What follows belongs to an exercise in optimizing a design on an open flow for small area; a production flow would make more cautious choices.
The RTL was checked by simulation tests, not by an equivalence proof against the original design.
Power is estimated from default activity; no workload was simulated.

// remimo_core
module remimo_core (
    input  wire        clk,
    input  wire        rst,         
    output wire        mem_req,
    output wire        mem_we,
    output wire [15:0] mem_addr,
    output wire [15:0] mem_wdata,
    input  wire        mem_ready,
    input  wire [15:0] mem_rdata,
    output wire        halted,
    output wire [1:0]  cause,       
    output wire [15:0] pc,
    output wire [15:0] r0,
    output wire [15:0] r1,
    output wire [15:0] r2,
    output wire [15:0] r3,
    output wire [3:0]  flags        
);
For scale: about 500 cells after synthesis, about 110 flip-flops, roughly 140 I/O pins, roughly 0.0053 mm^2 of cells after synthesis.
==> flow/config.mk <==
export PLATFORM = sky130hd
export DESIGN_NAME = remimo_core
export DESIGN_NICKNAME = remimo_core
export VERILOG_FILES = /design/flow/design.v
export SDC_FILE = /design/flow/constraint.sdc
export NUM_CORES = 4
export LEC_CHECK = 0
export ABC_AREA = 1
export CAP_MARGIN = 0
export CORE_MARGIN = 2
export CORE_UTILIZATION = 50
export SLEW_MARGIN = 0
==> flow/constraint.sdc <==
create_clock -name core_clock -period 10.0 [get_ports {clk}]
set_input_delay 2.0000 -clock core_clock [delete_from_list [all_inputs] [get_ports {clk}]]
set_output_delay 2.0000 -clock core_clock [all_outputs]
set_load 0.01 [all_outputs]
standard.sh (not shown) runs the stock make flow with config.mk's settings and CLKGATE_MAP_FILE= SYNTH_SCRIPT=/design/flow/synth_recipe.tcl, a recipe that flattens the netlist after the stock synthesis.
==> flow/flow/run.sh <==
#!/bin/bash
# The standard ORFS layout (standard.sh), built with these changes:
#  - synthesis: the standard flow's own synthesis script (synth_recipe.tcl), except that
#    Yosys's abc maps the logic with each of the area-oriented scripts
#    flow/s*.abc and keeps the smallest result (flow/abc_best.tcl), and
#    adders are left to abc. Registers, their names and cell types are
#    those of the standard synthesis.
#  - every port is buffered with the smallest buffer cell;
#  - the clock tree uses small buffers and no dummy loads.
# The flow's output goes to standard_flow.log here; each ORFS step keeps
# its own log under orfs/logs.
set -euo pipefail
W=$PWD
export BUFFER_PORTS_ARGS="-buffer_cell sky130_fd_sc_hd__buf_1"
export CTS_ARGS="-sink_clustering_enable -repair_clock_nets -buf_list sky130_fd_sc_hd__clkbuf_4 -dont_use_dummy_load -sink_clustering_size 20 -sink_clustering_max_diameter 60"
mkdir -p "$W/abc_best"
{
  head -n 1 synth_recipe.tcl
  echo "set ::abc_best_scripts [list $(ls "$W"/flow/s*.abc | tr '\n' ' ')]"
  echo "set ::abc_best_dir $W/abc_best"
  echo "source $W/flow/abc_best.tcl"
  tail -n +2 synth_recipe.tcl
} > flow_synth.tcl
sed "s#SYNTH_SCRIPT=[^ ]*#SYNTH_SCRIPT=$W/flow_synth.tcl ADDER_MAP_FILE=#" standard.sh > flow_standard.sh
bash flow_standard.sh > standard_flow.log 2>&1
Other scripts of this flow, unchanged in this note and not shown: flow/flow/abc_best.tcl, flow/flow/s01.abc, flow/flow/s02.abc, flow/flow/s03.abc, flow/flow/s04.abc, flow/flow/s05.abc, flow/flow/s06.abc, flow/flow/s07.abc, flow/flow/s08.abc, flow/flow/s09.abc, flow/flow/s10.abc, flow/flow/s11.abc
The first run completed with no timing, DRC or antenna violations.
Change:
--- a/flow/design.v
+++ b/flow/design.v
@@ -147,81 +147,80 @@
     reg        rd_en, rs_en, pc_en, t_sh, last;
     reg [1:0]  wb, pc_in;
     always @(*) begin
         rd_en = 1'b0;
         rs_en = 1'b0;
         pc_en = 1'b0;
         t_sh  = 1'b0;
         last  = 1'b0;
         wb    = 2'b00;
         pc_in = p_sum;
         if (exec) begin
             pc_en = lo;
+            rs_en = lo;
             last  = end8;
             if (is_alu) begin
                 rd_en = 1'b1;
-                rs_en = 1'b1;
                 wb    = alu_fo ? rd_o : alu_res;
             end else if (is_sh) begin
                 rd_en = 1'b1;
-                rs_en = lo;
                 wb    = sh_wb;
                 last  = sh_last;
             end else if (is_mvi) begin
                 rd_en = 1'b1;
                 wb    = mvi_wb;
             end else if (is_b) begin
                 pc_in = ~cnt[2] ? imm_d : cnt[1] ? 2'b00 : cnt[0] ? ir[11:10] : ir[9:8];
             end
         end else if (f_ls | ls1) begin
             pc_en = 1'b1;
             rd_en = 1'b1;
             rs_en = 1'b1;
-            t_sh  = ls1;
+            t_sh  = 1'b1;            
             wb    = pc_q[1:0];
             pc_in = s_sum;
             last  = end8;
         end else if ((p2 & ~stall) | rest) begin
             rd_en = 1'b1;
             pc_en = 1'b1;
             t_sh  = 1'b1;
             wb    = (p2_acc & ~lst) ? mem_rdata[1:0] : t[1:0];
             last  = end8;
         end else if (init) begin
             pc_en = 1'b1;
             pc_in = 2'b00;
             last  = end8;
         end
     end
     wire en0 = init | (rd_en & (sel_d == 2'd0)) | (rs_en & (sel_s == 2'd0));
     wire en1 = init | (rd_en & (sel_d == 2'd1)) | (rs_en & (sel_s == 2'd1));
     wire en2 = init | (rd_en & (sel_d == 2'd2)) | (rs_en & (sel_s == 2'd2));
     wire en3 = init | (rd_en & (sel_d == 2'd3)) | (rs_en & (sel_s == 2'd3));
     wire [1:0] in0 = init ? 2'b00 : (rd_en & (sel_d == 2'd0)) ? wb : x0[1:0];
     wire [1:0] in1 = init ? 2'b00 : (rd_en & (sel_d == 2'd1)) ? wb : x1[1:0];
     wire [1:0] in2 = init ? 2'b00 : (rd_en & (sel_d == 2'd2)) ? wb : x2[1:0];
     wire [1:0] in3 = init ? 2'b00 : (rd_en & (sel_d == 2'd3)) ? wb : x3[1:0];
-    wire t_ld = (fetch & mem_ready) | (p2_acc & mem_ready & ~lst);
-    wire [1:0] t_top = f_ls ? rd_o : mem_rdata[1:0];
+    wire t_ld = fetch | (p2_acc & ~lst);
+    wire [1:0] t_top = (mem_rdata[15:13] == 3'b010) ? rd_o : mem_rdata[1:0];
     always @(posedge clk) begin
         if (en0) x0 <= {in0, x0[15:2]};
         if (en1) x1 <= {in1, x1[15:2]};
         if (en2) x2 <= {in2, x2[15:2]};
         if (en3) x3 <= {in3, x3[15:2]};
         if (pc_en) pc_q <= {pc_in, pc_q[15:2]};
         if (t_ld)
             t <= {t_top, mem_rdata[15:2]};
         else if (t_sh)
             t <= {rd_o, t[15:2]};
-        if (fetch & mem_ready) begin
+        if (fetch) begin
             lrd <= mem_rdata[11:10];
             lrs <= mem_rdata[9:8];
         end
     end
     always @(posedge clk) begin
         if (exec & is_sh)
             c <= sh_c;
         else
             c <= s_c2;
         pcc <= p_c2;
     end
     always @(posedge clk) begin
@@ -231,26 +230,26 @@
             fv <= 1'b0;
             fz <= 1'b0;
         end else if (exec & is_alu & ir[7]) begin
             fz <= (first | fz) & (alu_res == 2'b00);
             if (last) begin
                 fc <= op[1] & (s_c2 ^ sub);
                 fn <= alu_res[1];
                 fv <= op[1] & ~(add_a[1] ^ add_b[1]) & (add_a[1] ^ s_sum[1] ^ sub);
             end
         end
     end
     always @(posedge clk) begin
-        cnt <= (~rst & (init | exec | f_ls | ls1 | p2 | rest) & ~last)
-               ? (stall ? cnt : cnt_inc) : 4'd0;
+        cnt <= (~rst & (init | exec | f_ls | ls1 | p2 | rest) & ~last & ~stall)
+               ? cnt_inc : 4'd0;
         if (rst) begin
             state <= S_INIT;
         end else begin
             case (state)
                 S_INIT, S_REST, S_EXEC, S_LS1, S_LS1 + 4'd1, S_P2, S_P2 + 4'd1: begin
                     if (last) begin
                         if (rest)
                             state <= S_HEA;
                         else if (ls1)
                             state <= s_c2 ? S_REST : {3'b111, lst};
                         else
                             state <= S_FETCH;
Result: Wire length climbs by 4.6%. Clock-buffer cell count stays the same. Utilization decreases by 0.12 points. Maximum frequency climbs by 15%. Cell area came out lower by 0.65%. Via count grows by 1.1%. Sequential power increases by 8.0%. Sequential share of layout area came out lower by 0.32 points. Hold slack gains 0.031 ns. Setup slack improved by 0.74 ns. Non-clock buffer count goes up by 1. Synthesized area drops by 0.88%. Total power goes up by 32%. Clock power stays flat.

-- re-timing with driven ports --
The results above use ideal ports. As a check the final layouts listed here were re-extracted and re-timed, cells and wires unchanged. Step 1 (the two cells are an assumption about what drives the block):
set clk [get_ports {clk}]
set_driving_cell -lib_cell sky130_fd_sc_hd__clkbuf_16 $clk
set_driving_cell -lib_cell sky130_fd_sc_hd__buf_2 [delete_from_list [all_inputs] $clk]
Step 2 times the ports against the registers' clock, not the clock port: input delays grow and output delays shrink by t, the midpoint of the rising clock arrivals with the driver on. a / b / c = no drivers / after step 1 / after step 2; a / b = the first two.
run | t, ns | slack for setup (ns) | worst hold slack (ns) | slew at the worst register clock pin (ns)
the first run | 0.555 | 4.382 / 4.396 / 3.841 | 0.423 / 0.423 / 0.423 | 0.11 / 0.11
the second run | 0.544 | 5.125 / 5.135 / 4.591 | 0.454 / 0.454 / 0.454 | 0.10 / 0.10
After both steps setup and hold are still met in every run listed. For the first run, which loses most, drivers alone change the setup slack by +0.014 ns; drivers and shift together by -0.541 ns.
